Source: an optimization exercise on an open RTL-to-GDS flow (aim: small area). Production flows keep margins and buffers that such runs may drop.
In this exercise RTL edits were held to simulation tests only and were not proved equivalent to the original.

==> job 5701 <==
## tcpu_core
module tcpu_core (
    input  wire        clk,
    input  wire        rst,
    output wire        mem_req,
    output wire        mem_we,
    output wire [15:0] mem_addr,
    output wire [7:0]  mem_wdata,
    input  wire        mem_gnt,
    input  wire        mem_rvalid,
    input  wire [7:0]  mem_rdata,
    input  wire        ev_post,
    input  wire [2:0]  ev_kind,
    input  wire [15:0] ev_payload,
    output wire        disk_req,
    output wire        disk_drive,
    output wire        disk_write,
    output wire [15:0] disk_maddr,
    output wire [15:0] disk_daddr,
    output wire        halted,
    output wire        waiting,
    output wire [1:0]  halt_cause,
    input  wire [3:0]  dbg_sel,
    output wire [15:0] dbg_data
);
    localparam [4:0] S_FOP  = 5'd0,    
                     S_FOB  = 5'd1,    
                     S_FLD  = 5'd2,    
                     S_FB   = 5'd3,    
                     S_DRD  = 5'd4,    
                     S_DWR  = 5'd5,    
                     S_DK2  = 5'd6,    
                     S_WAIT = 5'd7,    
                     S_H1   = 5'd9,    
                     S_H2   = 5'd10,
                     S_H3   = 5'd11,
                     S_CLR  = 5'd16,   
                     S_INC  = 5'd17,   
                     S_OPR  = 5'd18,   
                     S_IMV  = 5'd19,   
                     S_EX1  = 5'd20,   
                     S_CMP1 = 5'd21,   
                     S_SH0  = 5'd22,   
                     S_SHL  = 5'd23,   
                     S_SP   = 5'd24,   
  ...
Settings: LEC_CHECK=0, ABC_AREA=1, CAP_MARGIN=20, CORE_MARGIN=2, CORE_UTILIZATION=55, PLACE_DENSITY=0.7, SLEW_MARGIN=20, BUFFER_PORTS_ARGS=-buffer_cell sky130_fd_sc_hd__buf_1, CTS_ARGS=-sink_clustering_enable -repair_clock_nets -dont_use_dummy_load -buf_list sky130_fd_sc_hd__clkbuf_16 -sink_clustering_size 25 -sink_clustering_max_diameter 100, POST_FLOORPLAN_TCL=/design/flow/flow/downsize.tcl; clock period 10.0 ns.
standard.sh (not shown) runs the stock make flow with config.mk's settings and CLKGATE_MAP_FILE= SYNTH_SCRIPT=/design/flow/synth_recipe.tcl, a recipe that flattens the netlist after the stock synthesis.
==> flow/flow/run.sh <==
#!/bin/bash
# The standard layout, with three changes: the smallest buffer on the
# ports, every combinational cell started at its smallest size after
# floorplan (repair sizes them up as needed), and a clock tree of fewer,
# larger leaf buffers without dummy loads.
set -e
cat >> "$FLOW_CONFIG" <<EOC
export BUFFER_PORTS_ARGS = -buffer_cell sky130_fd_sc_hd__buf_1
export CTS_ARGS = -sink_clustering_enable -repair_clock_nets -dont_use_dummy_load -buf_list sky130_fd_sc_hd__clkbuf_16 -sink_clustering_size 25 -sink_clustering_max_diameter 100
export POST_FLOORPLAN_TCL = $PWD/flow/downsize.tcl
EOC
bash standard.sh > standard.log 2>&1
==> flow/flow/downsize.tcl <==
# Replace every combinational cell by the smallest cell of its family (same
# function and pins); the later repair steps size up what timing, slew or
# capacitance need.
set block [ord::get_db_block]
set db [ord::get_db]
set smallest [dict create]
foreach lib [$db getLibs] {
  foreach m [$lib getMasters] {
    set n [$m getName]
    if {[regexp {^(sky130_fd_sc_hd__[a-z0-9]+)_([0-9]+)$} $n -> base k]} {
      set a [expr {[$m getWidth] * [$m getHeight]}]
      if {![dict exists $smallest $base] || $a < [lindex [dict get $smallest $base] 1]} {
        dict set smallest $base [list $n $a]
      }
    }
  }
}
set count 0
foreach inst [$block getInsts] {
  set n [[$inst getMaster] getName]
  if {![regexp {^(sky130_fd_sc_hd__[a-z0-9]+)_([0-9]+)$} $n -> base k]} { continue }
  if {[regexp {__(df|edf|sdf|dl|conb|tap|fill|decap|clk|lpflow|probe|diode)} $n]} { continue }
  set new [lindex [dict get $smallest $base] 0]
  if {$new ne $n} {
    replace_cell [get_cells [$inst getName]] $new
    incr count
  }
}
puts "downsize: replaced $count cells"
==> inputs of job 7863, as changes to job 5701 <==
==> flow/run.sh (new file) <==
#!/bin/bash
# synth_recipe.tcl (not shown) runs the flow's synth.tcl, then flattens the netlist and writes it again
# the make line also repeats each setting of config.mk as NAME=value (left out here)
make -C /OpenROAD-flow-scripts/flow DESIGN_CONFIG=/design/flow/config.mk WORK_HOME=/design/flow/orfs CLKGATE_MAP_FILE= SYNTH_SCRIPT=/design/flow/synth_recipe.tcl finish
BUFFER_PORTS_ARGS = unset   (was -buffer_cell sky130_fd_sc_hd__buf_1)
CORE_UTILIZATION = 30   (was 55)
CTS_ARGS = unset   (was -sink_clustering_enable -repair_clock_nets -dont_use_dummy_load -buf_list sky130_fd_sc_hd__clkbuf_16 -sink_clustering_size 25 -sink_clustering_max_diameter 100)
CTS_BUF_LIST = sky130_fd_sc_hd__clkbuf_4   (was unset)
PLACE_DENSITY = 0.45   (was 0.7)
POST_FLOORPLAN_TCL = unset   (was /design/flow/flow/downsize.tcl)
removed: flow/flow/run.sh
removed: flow/flow/downsize.tcl
removed: flow/standard.sh
==> inputs of job 842, as changes to job 5701 <==
--- a/flow/design.v
+++ b/flow/design.v
@@ -20,36 +20,36 @@
     output wire        waiting,
     output wire [1:0]  halt_cause,
     input  wire [3:0]  dbg_sel,
     output wire [15:0] dbg_data
 );
-    localparam [4:0] S_FOP  = 5'd0,    
-                     S_FOB  = 5'd1,    
-                     S_FLD  = 5'd2,    
-                     S_FB   = 5'd3,    
-                     S_DRD  = 5'd4,    
-                     S_DWR  = 5'd5,    
-                     S_DK2  = 5'd6,    
-                     S_WAIT = 5'd7,    
-                     S_H1   = 5'd9,    
+    localparam [4:0] S_FOP  = 5'd2,   
+                     S_FOB  = 5'd6,   
+                     S_FLD  = 5'd14,   
+                     S_FB   = 5'd4,   
+                     S_DRD  = 5'd7,   
+                     S_DWR  = 5'd13,   
+                     S_DK2  = 5'd1,   
+                     S_WAIT = 5'd3,   
+                     S_H1   = 5'd9,   
                      S_H2   = 5'd10,
                      S_H3   = 5'd11,
-                     S_CLR  = 5'd16,   
-                     S_INC  = 5'd17,   
-                     S_OPR  = 5'd18,   
+                     S_CLR  = 5'd21,   
+                     S_INC  = 5'd24,   
+                     S_OPR  = 5'd30,   
                      S_IMV  = 5'd19,   
-                     S_EX1  = 5'd20,   
-                     S_CMP1 = 5'd21,   
-                     S_SH0  = 5'd22,   
-                     S_SHL  = 5'd23,   
-                     S_SP   = 5'd24,   
-                     S_LD   = 5'd25,   
-                     S_AW   = 5'd26,   
-                     S_FIN  = 5'd27,   
-                     S_JC   = 5'd28,   
-                     S_DK1  = 5'd29,   
-                     S_EV   = 5'd30;   
+                     S_EX1  = 5'd16,   
+                     S_CMP1 = 5'd27,   
+                     S_SH0  = 5'd31,   
+                     S_SHL  = 5'd22,   
+                     S_SP   = 5'd17,   
+                     S_LD   = 5'd23,   
+                     S_AW   = 5'd29,   
+                     S_FIN  = 5'd25,   
+                     S_JC   = 5'd26,   
+                     S_DK1  = 5'd20,   
+                     S_EV   = 5'd18;   
     reg  [4:0]  st;
     reg  [3:0]  ph;
     reg         run;        
     reg         pend;       
     reg         hb;         
@@ -162,11 +162,11 @@
     end
     wire cin  = ph0 ? cin0 : C;
     wire SUM  = X ^ Y ^ cin;
     wire COUT = (X & Y) | (X & cin) | (Y & cin);
     wire tap = (sb == 3'd5) ? (~ph0 & R[7]) : (~ph15 & RA1);
-    wire lt = (RA & ~T0) | (~(RA ^ T0) & SUM);
+    wire lt = ~(RA ^ T0) ^ COUT;
     reg  s1, s2;
     always @* begin
         s1 = 1'b0; s2 = 1'b0;
         case (st)
             S_CMP1: begin s1 = SUM; s2 = ph15 & ~lt; end
@@ -174,13 +174,13 @@
             S_SHL:  begin s1 = SUM; s2 = tap; end
             S_JC:   begin s1 = T0 & ~ph0; s2 = T0 & ph0; end
             default: ;
         endcase
     end
-    wire fl_en = act & ((st == S_CMP1) | (st == S_SH0) | (st == S_SHL) | (st == S_JC));
-    wire F1a = ph0 | F1;
-    wire F2a = ph0 | F2;
+    wire fst = (st == S_CMP1) | (st == S_SH0) | (st == S_SHL) | (st == S_JC);
+    wire F1a = (ph0 & fst) | F1;
+    wire F2a = (ph0 & fst) | F2;
     wire f1f = F1a & ~s1;
     wire f2f = F2a & ~s2;
     wire sh_done = f1f | f2f;
     wire jz  = f1f & f2f;
     wire j1  = f1f & ~f2f;
@@ -325,14 +325,12 @@
     assign dbg_data   = rp;
     always @(posedge clk) begin
         ph <= rst ? 4'd0 : ph + 4'd1;
         C  <= COUT;
         cA <= A0 & cAe;
-        if (fl_en) begin
-            F1 <= f1f;
-            F2 <= f2f;
-        end
+        F1 <= f1f;
+        F2 <= f2f;
         x0 <= {x0_in, x0[15:1]};
         x1 <= {x1_in, x1[15:1]};
         x2 <= {x2_in, x2[15:1]};
         x3 <= {x3_in, x3[15:1]};
         x4 <= {x4_in, x4[15:1]};
@@ -342,10 +340,12 @@
         ipr <= {ip_in, ipr[15:1]};
         T   <= {t_in, T[15:1]};
         if (a_sh)  A <= {a_in, A[15:1]};
         if (ev_post) ev_p <= ev_payload;
         if (r_cap) R <= mem_rdata;
+        if ((st == S_FOP) & rd_done) op <= mem_rdata[6:0];
+        if ((st == S_FOB) & rd_done) ob <= mem_rdata;
         else if (r_sh) R <= {r_sin, R[7:1]};
         if (rst) begin
             st         <= S_CLR;
             run        <= 1'b0;
             pend       <= 1'b0;
@@ -354,28 +354,12 @@
             run <= act & ~ph15 & ~((st == S_EV) & ev_post);
             if (mem_req & ~mem_we & mem_gnt) pend <= 1'b1;
             if (rd_done) pend <= 1'b0;
             case (st)
                 S_CLR: if (last) st <= S_FOP;
-                S_FOP: if (rd_done) begin
-                    if (!rd_legal)
-                        st <= S_H2;
-                    else begin
-                        op <= mem_rdata[6:0];
-                        hb <= 1'b0;
-                        st <= S_INC;
-                    end
-                end
-                S_FOB: if (rd_done) begin
-                    if (a_dst & mem_rdata[7])
-                        st <= S_H3;
-                    else begin
-                        ob <= mem_rdata;
-                        hb <= 1'b1;
-                        st <= S_INC;
-                    end
-                end
+                S_FOP: if (rd_done) begin hb <= 1'b0; st <= rd_legal ? S_INC : S_H2; end
+                S_FOB: if (rd_done) begin hb <= 1'b1; st <= (a_dst & mem_rdata[7]) ? S_H3 : S_INC; end
                 S_INC: if (last) begin
                     hb <= 1'b0;
                     if (hb) begin fld <= 2'd0; st <= S_FLD; end
                     else if (c0) begin fld <= 2'd3; st <= S_FLD; end
                     else st <= S_FOB;
==> flow/flow/run.sh (replaced) <==
#!/bin/bash
# The standard layout (standard.sh) with these changes:
#  - the smallest buffer on the ports
#  - after floorplan every combinational cell starts at its smallest size;
#    the repair steps size up what timing, slew or capacitance need
#  - a clock tree of fewer, larger leaf buffers without dummy loads
# Each tool's output goes to its own log here.
set -e
cat >> "$FLOW_CONFIG" <<EOC
export BUFFER_PORTS_ARGS = -buffer_cell sky130_fd_sc_hd__buf_1
export CTS_ARGS = -sink_clustering_enable -repair_clock_nets -dont_use_dummy_load -buf_list sky130_fd_sc_hd__clkbuf_16 -sink_clustering_size 28 -sink_clustering_max_diameter 100 -root_buf sky130_fd_sc_hd__clkbuf_4
export POST_FLOORPLAN_TCL = $PWD/flow/downsize.tcl
EOC
mkdir -p scripts_synth
cp -r "$FLOW_HOME/scripts/." scripts_synth/
cp flow/abc_area.script scripts_synth/abc_area.script
SCRIPTS_DIR=$PWD/scripts_synth bash standard.sh synth > synth.log 2>&1
bash standard.sh > standard.log 2>&1
==> flow/flow/abc_area.script (new file) <==
strash
ifraig
dc2
&get -n
&deepsyn -T 60
&put
strash
dch -f
map -a
strash
dch -f
map -a
strash
dch -f
map -a
strash
dch -f
amap
strash
dch -f
amap
topo
CORE_UTILIZATION = 70   (was 55)
CTS_ARGS = -sink_clustering_enable -repair_clock_nets -dont_use_dummy_load -buf_list sky130_fd_sc_hd__clkbuf_16 -sink_clustering_size 28 -sink_clustering_max_diameter 100 -root_buf sky130_fd_sc_hd__clkbuf_4   (was -sink_clustering_enable -repair_clock_nets -dont_use_dummy_load -buf_list sky130_fd_sc_hd__clkbuf_16 -sink_clustering_size 25 -sink_clustering_max_diameter 100)
PLACE_DENSITY = 0.85   (was 0.7)
==> reports/results.ini <==
[status]
outcome = no timing/DRC/antenna violations

[power_and_ir_drop]
p_seq_mw = 1.16

[worst_setup_path]
worstSetupStartpointType = input pin
cp.arrival_ns = 5.65

[cells_and_area]
fin_cells = 1989
final_cell_mix = 321 x nand2_1, 176 x dfxtp_1, 175 x nand3_1, 125 x nor2_1, 122 x inv_1

[placement]
dp.cells = 1880

[floorplan]
floorplan.initialDensity_pct = 30.48

[route]
routed-wl-met3_mm = 1.851

[synthesis]
ys_types = 57

(the above is from job 7863)
==> reports/results.ini <==
[status]
outcome = no timing/DRC/antenna violations

[worst_setup_path]
r2r-start = st[1]
critPathSlowestCell = a31o_1
worstSetupStartpointType = flop
crit_path_start = st[1]
cp.arrival_ns = 6.41

[synthesis]
ys_types = 45

[timing]
setup_viol = 0

[placement]
dp.cells = 1212

[route]
routed-wl-met3_mm = 3.761

[cells_and_area]
final_cell_mix = 186 x dfxtp_1, 119 x nor2_1, 116 x buf_1, 107 x clkinv_1, 52 x o22ai_1
fin_cells = 1225

[power_and_ir_drop]
p_seq_mw = 1.04

[floorplan]
floorplan.initialDensity_pct = 70.79

(the above is from job 842)
==> reports/results.ini <==
[status]
outcome = no timing/DRC/antenna violations

[floorplan]
floorplan.initialDensity_pct = 56.02

[cells_and_area]
final_cell_mix = 329 x nand2_1, 183 x nand3_1, 176 x dfxtp_1, 135 x nor2_1, 129 x inv_1
nFlopsAndLatches = 236
fin_cells = 1701

[timing]
setup_viol = 0
setup_tns_ns = 0

[synthesis]
ys_top_cells_by_count = 321 x nand2_1, 176 x dfxtp_1, 175 x nand3_1

[placement]
dp.cells = 1688
port_buffers = 116

[route]
routed-wl-met3_mm = 2.108

[clock_network]
clk_pin_slew_ns = 0.09

[worst_setup_path]
cp.arrival_ns = 5.02

[min_path]
hp-start = x5[14]

[power_and_ir_drop]
power_density_nw_per_um2 = 195.4
p_seq_mw = 1.15

(the above is from job 5701)

[what the ideal ports hide]
The flow's constraints put no driver on any port. The routed layouts listed below were extracted and timed again, unchanged, in two steps.
Step 1 (the two cells are an assumption about what drives the block):
set clk [get_ports {clk}]
set_driving_cell -lib_cell sky130_fd_sc_hd__clkbuf_16 $clk
set_driving_cell -lib_cell sky130_fd_sc_hd__buf_2 [delete_from_list [all_inputs] $clk]
Step 2 also shifts input and output timing later by t, the mid clock arrival at the registers, as if the neighbouring blocks saw the same clock.
Slacks: ideal / step 1 / step 2; pairs: ideal / step 1.
run | t (ns) | slack for setup (ns) | hold WS [ns] | clock arrival spread, ns | worst data-port slew with drivers (ns)
job 5701 | 0.518 | 2.981 / 2.957 / 2.957 | 0.330 / 0.330 / 0.330 | 0.028 / 0.029 | 0.07
job 7863 | 0.736 | 2.354 / 2.295 / 2.295 | 0.302 / 0.302 / 0.302 | 0.067 / 0.067 | 0.08
job 842 | 0.629 | 1.594 / 1.552 / 1.991 | 0.307 / 0.307 / 0.307 | 0.104 / 0.104 | 0.04
After both steps setup and hold are still met in every run listed. The setup slack of job 7863, which loses most, moves by -0.059 ns with the drivers and by -0.059 ns with both steps.
